Background: an optimization exercise with open tools, aiming at small area, a short achievable clock period and few clock cycles per item. Do not read the settings as production practice.
Function was checked by simulation only, so behaviour that the tests miss may differ from the original.
Power figures rest on the tool's default switching activity, not on a simulated workload.

==> flow/design.v, too long to show whole: its modules and the start of the top module <==
// module rgpfe_lane: 44 lines
// module rgpfe_kernel: 1928 lines
module rgpfe_kernel (
    input  wire        clk,
    input  wire        rst,
    input  wire        in_valid,
    output wire        in_ready,
    input  wire [7:0]  in_mode,
    input  wire        in_fmt,      
    input  wire [63:0] in_c,
    input  wire [63:0] in_a1,
    input  wire [63:0] in_a2,
    input  wire [63:0] in_a3,
    input  wire [63:0] in_a4,
    input  wire [63:0] in_a5,
    input  wire [63:0] in_a6,
    input  wire [63:0] in_a7,
    input  wire [63:0] in_a8,
    output wire        out_valid,
    input  wire        out_ready,
    output wire [63:0] out_data
);
  // ...
==> flow/flow/run.sh <==
#!/bin/bash
# Layout flow: the standard ORFS flow (standard.sh), unchanged, with
#  - ORFS's own timing repair (run after floorplan, CTS and global routing)
#    asked to aim for more setup slack than the 20 ns clock needs, so the
#    critical paths are sized for a shorter achieved period, and allowed
#    to resize cells across footprints;
#  - every input and output port buffered (as the standard flow does) with
#    a plain buf_2 instead of the delay buffer buffer_ports picks.
# The design, SDC, clock period and all other settings are the standard flow's.
set -euo pipefail
bash standard.sh SETUP_SLACK_MARGIN=15 TNS_END_PERCENT=5 MATCH_CELL_FOOTPRINT=0 \
    "BUFFER_PORTS_ARGS=-buffer_cell sky130_fd_sc_hd__buf_2" finish > flow_standard.log 2>&1
==> flow/standard.sh <==
#!/bin/bash
# synth_recipe.tcl (not shown) runs the flow's synth.tcl, then flattens the netlist and writes it again
# the make line also repeats each setting of config.mk as NAME=value (left out here)
make -C /OpenROAD-flow-scripts/flow DESIGN_CONFIG=/design/flow/config.mk WORK_HOME=/design/flow/orfs CLKGATE_MAP_FILE= SYNTH_SCRIPT=/design/flow/synth_recipe.tcl "${@:-finish}"
==> flow/config.mk <==
export PLATFORM = sky130hd
export DESIGN_NAME = rgpfe_kernel
export DESIGN_NICKNAME = rgpfe_kernel
export VERILOG_FILES = /design/flow/design.v
export SDC_FILE = /design/flow/constraint.sdc
export NUM_CORES = 4
export LEC_CHECK = 0
export CAP_MARGIN = 20
export CORE_MARGIN = 2
export CORE_UTILIZATION = 45
export PLACE_DENSITY = 0.6
export SLEW_MARGIN = 20
==> flow/constraint.sdc <==
create_clock -name core_clock -period 20.0 [get_ports {clk}]
set_input_delay 4.0000 -clock core_clock [delete_from_list [all_inputs] [get_ports {clk}]]
set_output_delay 4.0000 -clock core_clock [all_outputs]
set_load 0.01 [all_outputs]
==> results.txt, run 1 <==
first-pass GRT wire length=650,000 um; period utilization=0.272; Avg Cell Area, Syn=9.86 um^2; critical path's top delay family=flip-flops; met3 WL=approximately 31,000 um; Most used DFF post-synth=dfxtp_1; top-count cell post-synth=ha_1; Antenna Nets Post-Route=0; DIE AREA=roughly 300,000 um^2; Worst Setup SP=hd[44]; Placed Instance Area=144,000 um^2; row count=201; Yosys top cell by area=ha_1; Top pwr grp=combinational cells; Clock power frac=0.142; number of non-clock inverters=1,838; min setup slack post-route=between 10 and 15 ns; root buf cell=clkbuf_16; Post-Syn Nets=approximately 18,000; Clk pin slew, worst setup/hold paths=0.06 ns; Synth async-reset ratio=0; final-layout clock buffer total=228; switching power=approximately 12,000 uW; DRC violations left=0; status=no timing/DRC/antenna violations; filler cell count=28,000; Power Total=between 20,000 and 30,000 uW; worst r2r dst=hi_b[8]; multi-input combinational cell area=95,400 um^2; Setup crit start kind=flip-flop; TritonCTS buffer count=approximately 180; DRT Pass-1 Iters=7; most common cell after layout, fill and taps aside=ha_1
Testbench counts, summed over its fixed seeds: cycles 16,032, items 16,000.
==> inputs of run 2 (changes only) <==
--- a/flow/config.mk
+++ b/flow/config.mk
@@ -10,2 +10,4 @@
 export CORE_UTILIZATION = 45
+export CTS_CLUSTER_DIAMETER = 100
+export CTS_CLUSTER_SIZE = 28
 export PLACE_DENSITY = 0.6
==> run 2 against run 1 <==
  * Still clean
  * Worst setup slack worse by 0.017 ns
  * Global-route usage is 0.19 points lower
  * Sequential share of layout area is 0.36 points higher
  * Cell count is 0.82% lower
  * Sequential power hardly changed
  * Fmax is 0.31% lower
  * Worst hold slack worse by 0.0093 ns
  * Sequential cell count stayed put
  * Synthesized area stayed put
  * Critical path type unchanged
==> results.txt, run 2 <==
number of flip-flops in the largest register=68 (unchanged); final setup vio count=0 (unchanged); DIE AREA=306,000 um^2 (unchanged); WHS Path Cells=0 (unchanged); worst hold-check path type=flip-flop to flip-flop (unchanged); I/O pins=655 (unchanged); critical path's top delay family=flip-flops (unchanged); RSZ-0062 raised after global routing=yes (unchanged); Post-Synth XOR/XNOR Area=0.0314 (unchanged); Final Max Tran Viols=0 (unchanged); row count=201 (unchanged); first-pass GRT wire length=646,000 um (was 650,000 um); final hold slack=0.343 ns (was 0.352 ns); CP Cell Sequence=buf_2 (was buf_6); initial DRC count=8,711 (was 8,302); complex-gate fraction of the synthesized area=0.205 (unchanged); Layout Skew=0.0607 ns (was 0.0555 ns); Worst-Margin Slew=1.13 ns (was 1.17 ns); Max clock buf depth=4 (unchanged); final hold vios=0 (unchanged); Synth Area in Simple Gates=0.0723 (unchanged); layout cells sized above 1=0.106 (was 0.110); DR WL/cell=23.4 um (was 23.3 um); Yosys reg bits=1,547 (unchanged); routed vias=106,000 (was 107,000); Post-synth EDFFs=256 (unchanged); Setup CP Type=flip-flop to output port (unchanged); Final TNS setup=0 ns (unchanged); Place WS=13.55 ns (unchanged); Metal-1 WL=199,000 um (was 198,000 um); met3 WL=30,800 um (was 31,200 um); synthesized instance count=13,800 (unchanged); GPL Wtd Cong=0.962 (unchanged); Area growth syn-to-layout=10.0% (was 11.8%); Worst VDD drop=0.128 mV (was 0.117 mV); HPWL after DPL=347,000 um (unchanged); Initial Util=0.453 (unchanged); top layer in use=met5 (unchanged); Clk pin slew, worst setup/hold paths=0.11 ns (was 0.06 ns); root buf cell=clkbuf_16 (unchanged); antenna violations before repair=17 (was 16); Util after Layout=0.498 (was 0.506); Overall Global Routing Usage=0.274 (was 0.276); Syn Std Cell Area=136,000 um^2 (unchanged); commonest cells in the netlist=2,595 x ha_1, 1,835 x inv_1, 1,291 x dfxtp_1, 958 x a21o_1, 859 x fa_1 (unchanged); Avg Cell Area, Syn=9.86 um^2 (unchanged); main combinational cell family by area after synthesis=adder cells (unchanged); Die X=554 um (unchanged); synth top area cells=ha_1 24%, dfxtp_1 19%, fa_1 13%, edfxtp_1 5.7%, a21o_1 5.3% (unchanged); DR vias/cell=5.77 (was 5.75); status=no timing/DRC/antenna violations (unchanged); DRT Pass-1 Iters=9 (was 7); period utilization=0.273 (was 0.272); sequential-to-total area share from yosys stat=0.247 (unchanged); Synth async-reset ratio=0 (unchanged); DRT Wirelength=430,000 um (was 432,000 um); H-tree depth=3 (was 4); met2 WL=186,000 um (about the same); PD cells=162 nW/um^2 (was 166 nW/um^2); Yosys top cell by area=ha_1 (unchanged); Crit path depth=1 (unchanged); Max FO, Critical Path=1 (unchanged); Max Fclk=183 MHz (was 184 MHz); post-layout min period=5.45 ns (was 5.44 ns); leakage power=0.0742 uW (was 0.0756 uW); TritonCTS buffer count=100 (was 183); most common cell after layout, fill and taps aside=ha_1 (unchanged); DRC violations left=0 (unchanged); Final nets=18,400 (was 18,500); mux cell area share after synthesis=0.0194 (unchanged); Max-Cap Viols=0 (unchanged); WP buf/inv=1 (unchanged); Core ar.=300,000 um^2 (unchanged); CP Data Required Time=16.00 ns (about the same); Antenna Nets Post-Route=0 (unchanged); top-count cell post-synth=ha_1 (unchanged); Slew Limit Headroom=0.240 (was 0.222); post-synth top area share=0.239 (unchanged); grt total ovfl=0 (unchanged); largest net degree at the start of global routing=113 (unchanged); vias in the first global route=105,000 (was 107,000); WP data arrival=1.45 ns (was 1.44 ns); synthesis warning total=2 (unchanged); min setup slack post-route=14.55 ns (was 14.56 ns); Power Total=24,200 uW (was 25,300 uW); Sink Count=1,547 (unchanged); Biggest register=w7_c (unchanged); Worst-Skew Late Latency=0.89 ns (was 0.91 ns); largest stage delay on the critical path=0.40 ns (was 0.41 ns); critical path's slowest cell=dfxtp_1 (was dfxtp_4); die height=554 um (unchanged); Adder-Cell Fraction of Synth Area=0.365 (unchanged); Post-Syn Nets=17,800 (unchanged); CTS tree=yes (unchanged); Reg2Reg Depth=17 (unchanged); commonest cells after routing, fill and taps aside=2,588 x ha_1, 1,825 x inv_1, 1,173 x dfxtp_1, 952 x a21o_1, 852 x fa_1 (was 2,593 x ha_1, 1,828 x inv_1, 1,198 x dfxtp_1, 952 x a21o_1, 852 x fa_1); Most used DFF post-synth=dfxtp_1 (unchanged); I/O Buffers=654 (unchanged); library cells used by synthesis=91 (unchanged); Worst Setup End Kind=output port (unchanged); Setup crit start kind=flip-flop (unchanged)
-- run 2: worst reg2reg max path, stage by stage, from the launching register on --
cell     delay [ns]
dfxtp_2        0.41
inv_1          0.15
ha_1           0.30
a31o_2         0.24
a21o_1         0.19
a21o_1         0.20
a21o_1         0.18
a21o_1         0.17
a21o_1         0.18
a21o_1         0.21
a31o_2         0.27
fa_1           0.54
fa_1           0.45
fa_1           0.51
xnor2_1        0.33
and3_1         0.47
a22oi_1        0.16
nand4_1        0.28
-- run 2: path summary, 6_finish.rpt --
check / startpoint / to / slack (ns)
setup / recovery: hd[22] / out_data[22] / 14.55
hold / removal: mean9_b[0] / mean9_c[0] / 0.34
setup reg to reg: r_a6[1] / hi_b[8] / 14.65
hold reg to reg: mean9_b[0] / mean9_c[0] / 0.34
-- run 2: logic make-up after synthesis --
logic type                 Yosys count
and+or+nand+nor                   1906
adders and majority gates         3454
buffers and inverters             2135
AOI/OAI and AO/OA                 4078
muxes                              182
xor gates and xnor gates           487
DFF                               1547
-- run 2: where the power goes --
part / switching [uW] / internal, uW / total (uW)
Clock: 1360 / 1050 / 2410
Combinational: 9500 / 7280 / 16800
Sequential: 915 / 4060 / 4980
Total: 11800 / 12400 / 24200
-- run 2: metrics by stage --
stage / instance area, um^2 / std cells
final: 150000 / 18400
after global routing: 150000 / 18400
after CTS: 148000 / 18400
after detailed placement: 144000 / 18200
after global placement: 144000 / 18200
after floorplan: 136000 / 13800
-- run 2: layout make-up --
| type | count | area (um^2) |
|---|---|---|
| Multi-Input combinational cell | 10100 | 95600 |
| Sequential cell | 1547 | 33800 |
| Antenna cell | 6 | 15.0 |
| Fill cell | 28200 | 151000 |
| Inverter | 1838 | 6900 |
| Clock inverter | 61 | 1130 |
| Clock buffer | 113 | 2580 |
| Tap cell | 3958 | 4950 |
| Timing Repair Buffer | 782 | 4530 |
-- run 2: routing by layer --
metal | track usage | up-vias
met1 | 0.393 | 51100
met5 | 0 | -
met2 | 0.423 | 3793
li1 | - | 50700
met3 | 0.0373 | 679
met4 | 0.0885 | 4
-- run 2: timing repair --
action,in CTS,in global routing
gates cloned,0,2
pin swaps,8,69
buffers inserted,10,45
resized for setup,130,298
hold buffers,0,0
setup endpoints to repair,239,308

[separate check: timing with driven ports]
Ports are ideal in the flow. The routed layouts listed here were re-timed in OpenROAD.
Step 1, drivers: a clkbuf_16 drives clk and a buf_2 each remaining input, both assumed.
Step 2, shift: input delay + t, output delay - t, t = (earliest + latest rising clock arrival at the registers) / 2. This alone moves slack from input paths to output paths.
a / b / c = no drivers / after step 1 / after step 2; a / b = the first two.
| run | shift t [ns] | setup slack, ns | hold WS [ns] | clock arrival spread, ns | worst data-port slew with drivers (ns) |
|---|---|---|---|---|---|
| run 1 | 0.979 | 14.564 / 14.466 / 14.147 | 0.352 / 0.352 / 0.352 | 0.066 / 0.066 | 0.10 |
| run 2 | 0.962 | 14.547 / 14.446 / 14.194 | 0.343 / 0.343 / 0.343 | 0.065 / 0.066 | 0.09 |
After both steps setup and hold are still met in every run listed. The setup slack of run 1, which loses most, moves by -0.098 ns with the drivers and by -0.417 ns with both steps.
